Context: an optimization exercise on an open-source flow, tuned for small area, a short achievable clock period and few clock cycles. The choices shown serve that exercise and are no tape-out recipe. Where RTL was checked, it was by simulation tests only, not by an equivalence proof against the original. Power figures rest on the tool's default switching activity, not on a simulated workload.

Setup of epsilon:
// xvcd_clkdiv
module xvcd_clkdiv (
    input  wire        clk,
    input  wire        rst,           
    input  wire        in_valid,
    output wire        in_ready,
    input  wire [31:0] in_hz,         
    input  wire        in_hs,         
    output reg         out_valid,
    input  wire        out_ready,
    output wire [15:0] out_divisor,
    output wire [31:0] out_achieved,  
    output reg         out_base_high,
    output reg         out_clamped,
    output reg         out_err        
);
    localparam [22:0] M_STD = 23'd5_999_999;    
    localparam [1:0] S_WAIT  = 2'd0,    
                     S_SETUP = 2'd3,    
                     S_DIV1  = 2'd1,    
                     S_DIV2  = 2'd2;    
    reg  [1:0]  state;
    reg  [22:0] rem;         
    reg  [22:0] den;         
    reg  [18:0] quo;         
    reg  [4:0]  cnt;         
    reg         m_bit;       
    reg         r_small;       
    reg         use_tab;     
    wire waiting = (state == S_WAIT);
    assign in_ready     = waiting && (!out_valid || out_ready);
    wire accept         = in_valid && in_ready;
    assign out_divisor  = den[15:0];
    reg [24:0] tab;
    always @(*) begin
  ...
Size in the first run: roughly 90 I/O pins, ~7700 sq um of cells after synthesis.
clock: 8.0 ns
lec_check: 0
abc_clock_period_in_ps: 3500
cap_margin: 20
core_margin: 2
core_utilization: 40
place_density: 0.6
setup_slack_margin: 4.8
slew_margin: 20
run.sh (not shown) runs the stock make flow with config.mk's settings and CLKGATE_MAP_FILE= SYNTH_SCRIPT=/design/flow/synth_recipe.tcl, a recipe that flattens the netlist after the stock synthesis.
epsilon finished end to end and its layout was clean on timing, DRC and antenna.
The following lists how beta was set up differently from epsilon:
- SETUP_SLACK_MARGIN changed from 4.8 to 4.5
Results
Per the comparison of beta with epsilon, area taken by multi-input logic gates fell by 640 sq um, met1 wire length fell about 10%. beta vs. epsilon: post-layout utilization of the core decreased 7.9 points; number of buffers and inverters on the critical path up 1; part of the total power dissipated in the clock network increased 1.9 points; routed wire length went down. beta vs epsilon on total power consumption of the routed design: beta is the lower one. beta gives less worst hold slack than epsilon did. Looking at launching instance or port of the critical path, the den[1]$_DFFE_PP_ result is from epsilon; the den[0]$_DFFE_PP_ one comes from beta.
Function was not checked in any run of this note: the RTL went through the layout flow alone.

========
Setup of build 87:
Another version of the RTL of xvcd_clkdiv (not shown whole).
Size: about 1000 cells after synthesis, about 92 flip-flops, ~90 I/O pins, roughly 8500 sq um of cells after synthesis.
export LEC_CHECK = 0
export ABC_CLOCK_PERIOD_IN_PS = 3300
export CAP_MARGIN = 0
export CORE_MARGIN = 2
export CORE_UTILIZATION = 40
export PLACE_DENSITY = 0.6
export SETUP_SLACK_MARGIN = 4.7
export SLEW_MARGIN = 0
create_clock -name core_clock -period 8.0 [get_ports {clk}]
standard.sh (not shown) runs the stock make flow with config.mk's settings and CLKGATE_MAP_FILE= SYNTH_SCRIPT=/design/flow/synth_recipe.tcl, a recipe that flattens the netlist after the stock synthesis.
==> flow/flow/run.sh <==
#!/bin/bash
# The standard layout (the standard.sh), with the port buffers that
# buffer_ports inserts at placement made the smallest plain buffer; the
# resizer still upsizes them where timing needs it.
set -euo pipefail
export BUFFER_PORTS_ARGS="-buffer_cell sky130_fd_sc_hd__buf_1"
bash standard.sh > standard.log 2>&1
Build 87 ran to completion and came out clean on the timing, DRC and antenna checks.
Testbench counts of build 87, summed over its fixed seeds: cycles 16,329.
diff inputs: build 87 => build 20
Settings: SETUP_SLACK_MARGIN: 4.7 -> 4.95; ABC_CLOCK_PERIOD_IN_PS: 3300 -> 3050; CAP_MARGIN: 0 -> 20; SLEW_MARGIN: 0 -> 20; CORE_UTILIZATION: 40 -> 50; PLACE_DENSITY: 0.6 -> 0.65.
==> comparison <==
The final layout from build 20, which completed every stage, passed the timing, DRC and antenna checks at the end of the flow. Build 87 | stages: all done | timing, DRC, antenna: all pass. Side by side, pre-CTS setup slack turned out lower in build 20 than in build 87. Build 20 ends up with higher global-route met1 utilization than build 87 does. Total power: build 20 > build 87. Area: build 20 vs build 87 -> build 20 larger. Build 20 reports a higher power share of the combinational group than build 87 does. Build 20 vs build 87 — number of standard cells in the final layout excluding fillers dropped 18. Between build 20 and build 87, wire length is higher for build 20, build 87 comes in under that. Summary — vias after detailed routing, build 20 relative to build 87: higher, by 242. [build 20 vs build 87] count of inserted tapcells: lower in build 20.
What build 92 does differently from build 20 at the input level:
Settings: ABC_CLOCK_PERIOD_IN_PS changed from 3050 to 3300; PLACE_DENSITY changed from 0.65 to 0.6; SETUP_SLACK_MARGIN changed from 4.95 to 4.7; CORE_UTILIZATION changed from 50 to 40.
Higher net load switching power was reported by build 20, not build 92. The estimated power of build 92 ends up lower than the estimate for build 20. Measured against each other, build 92 and build 20 differ in critical path depth, the higher figure coming from build 92. The final layouts of build 92 and build 20 pass the timing, DRC and antenna checks. Against build 20 as the reference, build 92 delivers a lower buffer count excluding the clock tree in the final layout. Higher slack of the worst reg-to-reg path among build 92 and build 20: build 20.

========
Setup of try-pepper:
The RTL this note starts from:
==> flow/design.v <==
module xvcd_clkdiv (
    input  wire        clk,
    input  wire        rst,           
    input  wire        in_valid,
    output wire        in_ready,
    input  wire [31:0] in_hz,         
    input  wire        in_hs,         
    output reg         out_valid,
    input  wire        out_ready,
    output wire [15:0] out_divisor,
    output wire [31:0] out_achieved,  
    output reg         out_base_high,
    output reg         out_clamped,
    output reg         out_err        
);
    localparam [22:0] M_STD = 23'd5_999_999;    
    localparam [1:0] S_WAIT = 2'd0,     
                     S_DIV1 = 2'd1,     
                     S_DIV2 = 2'd2,     
                     S_TAB  = 2'd3;     
    reg  [1:0]  state;
    reg  [22:0] rem;         
    reg  [22:0] den;         
    reg  [24:0] quo;         
    reg  [4:0]  cnt;         
    reg         m_bit;       
    wire waiting = (state == S_WAIT);
    assign in_ready     = waiting && (!out_valid || out_ready);
    wire accept         = in_valid && in_ready;
    assign out_divisor  = den[15:0];
    assign out_achieved = {7'd0, quo};
    wire [20:0] inc_c;
    assign inc_c[0] = 1'b1;
    genvar g;
    generate
        for (g = 0; g < 20; g = g + 1) begin : g_inc
            assign inc_c[g + 1] = &quo[g:0];
        end
    endgenerate
    wire [19:0] quo_inc = quo[19:0] ^ inc_c[19:0];
    function automatic ge_c(input [31:0] x, input [31:0] c);
        integer j;
        reg     r;
        begin
            r = 1'b1;
            for (j = 0; j < 32; j = j + 1)
                r = c[j] ? (x[j] & r) : (x[j] | r);
            ge_c = r;
        end
    endfunction
    wire ge_92    = ge_c(in_hz, 32'd92);
    wire ge_6m    = ge_c(in_hz, 32'd6_000_000);
    wire gt_6m    = ge_c(in_hz, 32'd6_000_001);
    wire gt_30m   = ge_c(in_hz, 32'd30_000_001);
    wire ge_30m   = ge_c(in_hz, 32'd30_000_000);
    wire ge_15m   = ge_c(in_hz, 32'd15_000_000);
    wire ge_10m   = ge_c(in_hz, 32'd10_000_000);
    wire ge_7m5   = ge_c(in_hz, 32'd7_500_000);
    wire high     = in_hs & gt_6m;
    wire [2:0] hdiv = ge_30m ? 3'd0 : ge_15m ? 3'd1 : ge_10m ? 3'd2 :
                      ge_7m5 ? 3'd3 : 3'd4;
    wire [22:0] lz_in = waiting ? in_hz[22:0] : {quo[21:0], 1'b1};
    wire [23:0] above;                        
    assign above[23] = 1'b0;
    generate
        for (g = 22; g >= 0; g = g - 1) begin : g_above
            assign above[g] = above[g + 1] | lz_in[g];
        end
    endgenerate
    wire [22:0] lead = lz_in & ~above[23:1];   
    reg [4:0]  k_start;
    reg [22:0] rem_init;
    reg        m_init;
    integer    i;
    always @(*) begin
        k_start  = 5'd0;
        rem_init = 23'd0;
        m_init   = 1'b0;
        for (i = 0; i < 23; i = i + 1) begin
            k_start  = k_start  | ({5{lead[i]}} & (5'd22 - i[4:0]));
            rem_init = rem_init | ({23{lead[i]}} & (M_STD >> (23 - i)));
            m_init   = m_init   | (lead[i] & M_STD[22 - i]);
        end
    end
    wire [4:0]  cnt_dec = cnt - 5'd1;
    wire [23:0] rem_sh  = {rem, m_bit};
    wire [25:0] rem_add = {1'b0, rem_sh, 1'b1} + {2'b11, ~den, state != S_DIV2};
    wire [24:0] rem_sub = rem_add[25:1];
    wire        q_bit   = !rem_sub[24];
    wire [22:0] rem_nxt = q_bit ? rem_sub[22:0] : rem_sh[22:0];
    wire [24:0] q_next  = {quo[23:0], q_bit};
    wire [24:0] q_fin   = q_bit ? {4'd0, quo_inc, 1'b0} : {4'd0, quo[19:0], 1'b1};
    wire        last    = (cnt == 5'd0);
    wire        start2  = (state == S_DIV1) && last && (quo[23:2] != 22'd0);
    wire [2:0]  ti = den[2:0];
    wire [24:0] tab_std =
        ti[2] ? (ti[1] ? (ti[0] ? 25'd750_000   : 25'd857_143)
                       : (ti[0] ? 25'd1_000_000 : 25'd1_200_000))
              : (ti[1] ? (ti[0] ? 25'd1_500_000 : 25'd2_000_000)
                       : (ti[0] ? 25'd3_000_000 : 25'd6_000_000));
    wire [24:0] tab_high =
        ti[2] ? 25'd6_000_000
              : (ti[1] ? (ti[0] ? 25'd7_500_000  : 25'd10_000_000)
                       : (ti[0] ? 25'd15_000_000 : 25'd30_000_000));
    wire [24:0] tab = out_base_high ? tab_high : tab_std;
    always @(posedge clk) begin
        if (waiting || start2) begin
            rem   <= rem_init;
            cnt   <= k_start;
            m_bit <= m_init;
        end else begin
            rem   <= rem_nxt;
            cnt   <= cnt_dec;
            m_bit <= M_STD[cnt_dec];
        end
    end
    always @(posedge clk) begin
        if (rst) begin
            state     <= S_WAIT;
            out_valid <= 1'b0;
        end else begin
            case (state)
            S_WAIT: begin
                if (out_ready)
                    out_valid <= 1'b0;
                if (accept) begin
                    quo           <= 25'd0;
                    den           <= in_hz[22:0];
                    out_err       <= !ge_92;
                    out_base_high <= high;
                    out_clamped   <= in_hs ? gt_30m : gt_6m;
                    if (!ge_92) begin
                        out_valid <= 1'b1;
                    end else if (ge_6m) begin
                        den   <= high ? {20'd0, hdiv} : 23'd0;
                        state <= S_TAB;
                    end else begin
                        state <= S_DIV1;
                    end
                end
            end
            S_DIV1: begin
                if (last) begin
                    den   <= q_next[22:0];
                    quo   <= 25'd0;
                    state <= start2 ? S_DIV2 : S_TAB;
                end else begin
                    quo <= q_next;
                end
            end
            S_DIV2: begin
                quo <= q_next;
                if (last) begin
                    quo       <= q_fin;
                    out_valid <= 1'b1;
                    state     <= S_WAIT;
                end
            end
            default: begin   
                quo       <= tab;
                out_valid <= 1'b1;
                state     <= S_WAIT;
            end
            endcase
        end
    end
endmodule
Settings: LEC_CHECK=0, ABC_CLOCK_PERIOD_IN_PS=3500, CAP_MARGIN=20, CORE_MARGIN=2, CORE_UTILIZATION=40, PLACE_DENSITY=0.6, SETUP_SLACK_MARGIN=4.5, SLEW_MARGIN=20; clock period 8.0 ns.
run.sh (not shown) runs the stock make flow with config.mk's settings and CLKGATE_MAP_FILE= SYNTH_SCRIPT=/design/flow/synth_recipe.tcl, a recipe that flattens the netlist after the stock synthesis.
Stock flow here: none of the scripts above is used.
try-pepper completed every stage of the flow, and the final layout passed the timing, DRC and antenna checks.
Inputs modified between try-pepper and try-indigo:
# try-pepper
export LEC_CHECK = 0
export ABC_CLOCK_PERIOD_IN_PS = 3500
export CAP_MARGIN = 20
export CORE_MARGIN = 2
export CORE_UTILIZATION = 40
export PLACE_DENSITY = 0.6
export SETUP_SLACK_MARGIN = 4.5
export SLEW_MARGIN = 20
create_clock -name core_clock -period 8.0 [get_ports {clk}]
# try-indigo
export LEC_CHECK = 0
export ABC_CLOCK_PERIOD_IN_PS = 4000
export CAP_MARGIN = 20
export CORE_MARGIN = 2
export CORE_UTILIZATION = 40
export PLACE_DENSITY = 0.6
export SETUP_SLACK_MARGIN = 4.0
export SLEW_MARGIN = 20
create_clock -name core_clock -period 8.0 [get_ports {clk}]
From try-pepper to try-indigo the numbers moved as follows: fraction of met3 tracks used by global routing climbed 1.7 points; worst setup slack dropped 0.21 ns; total met2 wirelength after detailed routing dropped 740 um.
Flip-flop and latch share of the layout cell area is lower on try-pepper
There was hardly any difference in clock-pin slew on the worst setup and hold paths between try-indigo and try-pepper.
Diff try-pepper -> try-indigo: clock distribution area overhead in the final layout decreased 0.47 points, post-route core utilization dropped 2.0 points.
Across both runs, worst hold slack was higher for try-indigo than for try-pepper.
Re met1 track demand over resource: try-indigo and try-pepper aren't equal, and the higher value belongs to try-pepper.
For the minimum clock period after layout, try-indigo came in 0.21 ns higher than try-pepper did.
Reported for try-indigo and try-pepper, setup TNS turned out identical to the last digit.
No run of this note included a check of the RTL's function; only the layout flow was run.

## afterwards: timing with drivers on the ports
No port has a modelled driver above. Below, the same layouts with a new extraction and two added sets of constraints. Step 1 sets driving cells, clkbuf_16 on the clock port and buf_2 on the other inputs (assumed; they add their load-dependent delay and slew). Step 2 times the ports against the registers' clock, not the clock port: input delays grow and output delays shrink by t, the midpoint of the rising clock arrivals with the driver on. a / b / c = ideal ports / drivers / drivers and shift; a / b = the first two.
run	t (ns)	slack for setup (ns)	hold WS [ns]
epsilon	0.396	4.098 / 4.055 / 3.982	0.523 / 0.523 / 0.523
beta	0.393	4.226 / 4.184 / 4.004	0.486 / 0.486 / 0.486
build 87	0.410	4.810 / 4.810 / 4.810	0.515 / 0.515 / 0.515
build 20	0.401	4.953 / 4.953 / 4.953	0.516 / 0.516 / 0.516
build 92	0.410	4.810 / 4.810 / 4.810	0.515 / 0.515 / 0.515
try-pepper	0.404	4.348 / 4.317 / 4.131	0.488 / 0.488 / 0.488
try-indigo	0.397	4.137 / 4.158 / 3.762	0.492 / 0.492 / 0.492
After both steps every run listed still meets setup and hold. The setup slack of try-indigo, which loses most, moves by +0.021 ns with the drivers and by -0.375 ns with both steps.
